This design comes from an exercise in tuning for small area, a short achievable clock period and few clock cycles per item on the open sky130 flow, not from production work. In this exercise RTL edits were held to simulation tests only and were not proved equivalent to the original.

==> flow/design.v, too long to show whole: its modules and the start of the top module <==
// module gps_codec: 4380 lines
module gps_codec (
    input  wire        clk,
    input  wire        rst,
    input  wire        in_valid,
    output wire        in_ready,
    input  wire        fix,
    input  wire [7:0]  num_sat,
    input  wire [31:0] lat,
    input  wire [31:0] lon,
    input  wire [15:0] speed,
    input  wire [31:0] alt,
    input  wire [15:0] dist_home,
    input  wire [15:0] dir_home,
    output reg         out_valid,
    input  wire        out_ready,
    output wire [15:0] speed_kmh,
    output wire        lat_south,
    output wire [15:0] lat_degmin,
    output wire [15:0] lat_sec,
    output wire        lon_west,
    output wire [15:0] lon_degmin,
    output wire [15:0] lon_sec,
    output wire [15:0] dist_out,
    output wire [15:0] alt_out,
    output wire [7:0]  num_sat_out,
    output wire [7:0]  fix_char,
    output wire [7:0]  dir_out
);
  // ...
==> flow/flow/run.sh <==
#!/bin/bash
# Standard ORFS layout, with each port buffered by the smallest buffer cell.
set -euo pipefail
bash standard.sh BUFFER_PORTS_ARGS="-buffer_cell sky130_fd_sc_hd__buf_1" finish > make_finish.log 2>&1
==> flow/standard.sh <==
#!/bin/bash
# synth_recipe.tcl (not shown) runs the flow's synth.tcl, then flattens the netlist and writes it again
# the make line also repeats each setting of config.mk as NAME=value (left out here)
make -C /OpenROAD-flow-scripts/flow DESIGN_CONFIG=/design/flow/config.mk WORK_HOME=/design/flow/orfs CLKGATE_MAP_FILE= SYNTH_SCRIPT=/design/flow/synth_recipe.tcl "${@:-finish}"
==> flow/config.mk <==
export PLATFORM = sky130hd
export DESIGN_NAME = gps_codec
export DESIGN_NICKNAME = gps_codec
export VERILOG_FILES = /design/flow/design.v
export SDC_FILE = /design/flow/constraint.sdc
export NUM_CORES = 4
export LEC_CHECK = 0
export ABC_AREA = 1
export CAP_MARGIN = 20
export CORE_MARGIN = 2
export CORE_UTILIZATION = 40
export SLEW_MARGIN = 20
==> flow/constraint.sdc <==
create_clock -name core_clock -period 120.0 [get_ports {clk}]
set_input_delay 24.0000 -clock core_clock [delete_from_list [all_inputs] [get_ports {clk}]]
set_output_delay 24.0000 -clock core_clock [all_outputs]
set_load 0.01 [all_outputs]
==> results.toml, run 1 <==
[run_status]
run_status = "complete, no violations"

[clock_network]
post_cts_buffers = 0
clock_sinks = 127
cts_tree = "built"

[timing]
finalHoldViolations = 0
tightest_slew_ns = 0.9397
timing.hold.ws_ns = 0.5704
fin_skew_ns = 0.008620

[global_routing]
grt_overflow = 0
antenna_found_initial = 4
use_met2 = 0.2615
use_met3 = 0.03469
grt_pass1_vias = 16683

[die]
dieArea_um2 = 57260
fp-row-count = 86
num_tap_cells = 704

[finish]
largest_registers = "alt_q (16), dist_r (16)"
largest_class = "multi-input gates"

[setup_path]
arrival_ns = 24.42
worstPathRequired_ns = 96.00
cp_max_fo = 2
path_cells = "buf_1, inv_1, nand2_1, buf_1"
crit_path_max_incr_delay_ns = 0.15

[synth]
ys_ff_latch = 127
yosysSeqAreaShare = 0.1718
synth_edf_count = 126
synthTopCellsByArea = "edfxtp_1 (17%), nand2_1 (14%), ha_1 (9.0%), fa_1 (8.7%), xor2_1 (8.2%)"

[place]
dp_slack_ns = 71.59

[route]
drt.antenna.violating_nets = 0
drt_wl_total_um = 42070
wl_met2_um = 18940

[power]
Testbench counts, summed over its fixed seeds: cycles 8,008, items 8,000.
==> run 2: changes to the inputs <==
==> flow/run.sh (new file) <==
#!/bin/bash
# synth_recipe.tcl (not shown) runs the flow's synth.tcl, then flattens the netlist and writes it again
# the make line also repeats each setting of config.mk as NAME=value (left out here)
make -C /OpenROAD-flow-scripts/flow DESIGN_CONFIG=/design/flow/config.mk WORK_HOME=/design/flow/orfs CLKGATE_MAP_FILE= SYNTH_SCRIPT=/design/flow/synth_recipe.tcl finish
removed: flow/flow/run.sh
removed: flow/standard.sh
==> results.toml, run 2 <==
[run_status]
run_status = "complete, no violations"

[clock_network]
numCtsBuffers = 17
clock_sinks = 127
cts_resized = 0
cts.path.max_buffers = 2
cts_tree = "built"
clk_pin_slew_ns = 0.07
cts_root_buf = "clkbuf_16"
holdBufCountCts = 0
worstSkewPairLatency_ns = 0.48
post_cts_buffers = 0
htree_levels = 4

[setup_path]
crit_start = "out_ready"
rrSetupSlack_ns = 117.72
worstSetupPathType = "input port to primary output"
worstPathRequired_ns = 96.00
path_cells = "clkdlybuf4s50_1, inv_1, nand2_1, clkdlybuf4s50_1"
arrival_ns = 25.17
r2r_start = "out_valid"
path_common_cell = "clkdlybuf4s50_1"
endpoint_kind = "primary output"
crit_path_max_incr_delay_ns = 0.55
cp-start-kind = "input port"
cp_max_fo = 2
crit_slowest_cell = "clkdlybuf4s50_1"

[global_routing]
grt_pass1_wl_um = 76840
antenna_found_initial = 3
grt_usage = 0.1609
grt_pass1_vias = 17160
grt_overflow = 0
grt_start_max_net_pins = 63

[finish]
layout_commonest_cell = "nand2_1"
num-nets-final = 3789
fillers = 5640
largest_registers = "alt_q (16), dist_r (16)"
multi_input_area_um2 = 15710
postLayoutCoreUtil = 0.4671
drive_above_1_share = 0.05900
area_growth_pct = 15.73
final_cell_mix = "nand2_1 (843), inv_1 (473), nand3_1 (276)"
ff_latch_area_um2 = 3804

[hold_path]
hp-class = "register to register"
hold_start = "out_valid"

[timing]
drv_slew = 0
max_slew_margin = 0.3450
rsz0062_at_grt = "false"
tns_ns = 0
period_share = 0.4097
setup_viol = 0
tightest_slew_ns = 0.9795
min_period_ns = 49.17
fin_skew_ns = 0.01497
finalHoldViolations = 0
fmax_mhz = 20.34
worst_slack_ns = 70.83

[synth]
synthTopCellsByCount = "nand2_1 (843), inv_1 (473), nand3_1 (276), nor2_1 (239), xor2_1 (207)"
synth-xor-area-share = 0.1566
synth-compound-area-share = 0.05633
ys_warn_count = 1
synthTopCellsByArea = "edfxtp_1 (17%), nand2_1 (14%), ha_1 (9.0%), fa_1 (8.7%), xor2_1 (8.2%)"
synthMuxAreaShare = 0.001356
synth_flop_cell = "edfxtp_1"
synth-simple-area-share = 0.3159
yosysSeqAreaShare = 0.1718
synth_top_area_share = 0.1708
avgSynthCellArea_um2 = 6.953
synth-adder-area-share = 0.1766
synth_cell_types = 52
yosysTopAreaCell = "edfxtp_1"
synth_top_family_by_area = "simple AND/OR/NAND/NOR gates"
synthesis.area_um2 = 22150
synth_edf_count = 126
syn_inst = 3185
ys_ff_latch = 127
yosysMostFrequentCell = "nand2_1"
ys_async_sr_fraction = 0

[die]
die_width_um = 239.3
start_util = 0.4036
fp-row-count = 86
coreArea_um2 = 54880
dieArea_um2 = 57260
ioPinCount = 297
die_h_um = 239.3

[place]
dp_hpwl_um = 38480
port_buffers = 275
dp_slack_ns = 70.82
place_congestion = 0.7940

[route]
vias = 18560
wl_per_cell_um = 10.63
drt_iter0_markers = 519
drtPass1Iterations = 5
drt_wl_total_um = 43510
drc = 0
vias_per_cell = 4.532
drt.antenna.violating_nets = 0

[run]
maxCapViolCount = 0
-- run 2: cell counts after synthesis --
Identical to the previous run, type by type.
-- run 2: kinds of logic (layout without fill, tap and decap cells) --
| family | Yosys count | after routing |
|---|---|---|
| AO/OA/AOI/OAI | 225 | 225 |
| XOR/XNOR | 396 | 396 |
| adder cells (fa/ha/maj) | 255 | 255 |
| buffers and inverters | 603 | 799 |
| flip-flops | 127 | 127 |
| multiplexers | 3 | 3 |
| other | 2 | 12 |
| AND/OR/NAND/NOR | 1574 | 1574 |
-- run 2: area by class of cell --
cell class,count,share of cell area
flip-flops and latches,127,0.1484
diodes,1,0.00009763
well taps,704,0.03437
repair buffers,280,0.1089
clock buffers,17,0.01660
inverters,487,0.07142
multi-input cells,2464,0.6128
clock inverters,15,0.007469
-- run 2: routing by layer --
layer  vias up  track usage  share of wire
met5         -            0        0.00069
met4         4      0.03864          0.013
li1      10353            -              -
met1      8012       0.2026           0.48
met3        27      0.04103          0.049
met2       164       0.2748           0.46
-- run 2: final timing paths --
kind,endpoint,cells after the start
max reg2reg,lat_x[0],2
min reg2reg,out_valid,2
min,out_valid,2
max,in_ready,4
-- run 2: through the flow --
stage | hold slack [ns] | cells | cell area (um^2)
global placement | 0.5566 | 4062 | 25010
global route | 0.5933 | 4094 | 25630
CTS | 0.5611 | 4094 | 25630
floorplan | 0.5770 | 3194 | 22180
finish | 0.5597 | 4095 | 25630
detailed placement | 0.5485 | 4062 | 25010
-- run 2: worst max-delay path: cells and delay by family --
family	cells	cell delay [ns]
buffers and inverters	3	1.08
and+or+nand+nor	1	0.09

-- separate check: timing with driven ports --
How much do the figures lean on ideal ports? The routed layouts below were timed once more, with nothing changed but the port constraints. Step 1 (the two cells are an assumption about what drives the block):
set clk [get_ports {clk}]
set_driving_cell -lib_cell sky130_fd_sc_hd__clkbuf_16 $clk
set_driving_cell -lib_cell sky130_fd_sc_hd__buf_2 [delete_from_list [all_inputs] $clk]
Step 2 adds t to the input delays and takes it off the output delays; t is the mean of the earliest and latest rising clock arrival at the registers after step 1. Input paths then give back, and output paths get back, about the clock's delay inside the block. a / b / c = no drivers / after step 1 / after step 2; a / b = the first two.
run	t (ns)	setup slack, ns	worst setup path at the end	latest minus earliest clock arrival (ns)	worst slew at a driven data input, ns
run 1	0.489	71.582 / 71.562 / 71.562	input to output	0.012 / 0.012	0.09
run 2	0.514	70.832 / 70.806 / 70.806	input to output	0.016 / 0.016	0.08
After both steps setup and hold are still met in every run listed. For run 2, which loses most, drivers alone change the setup slack by -0.026 ns; drivers and shift together by -0.026 ns.
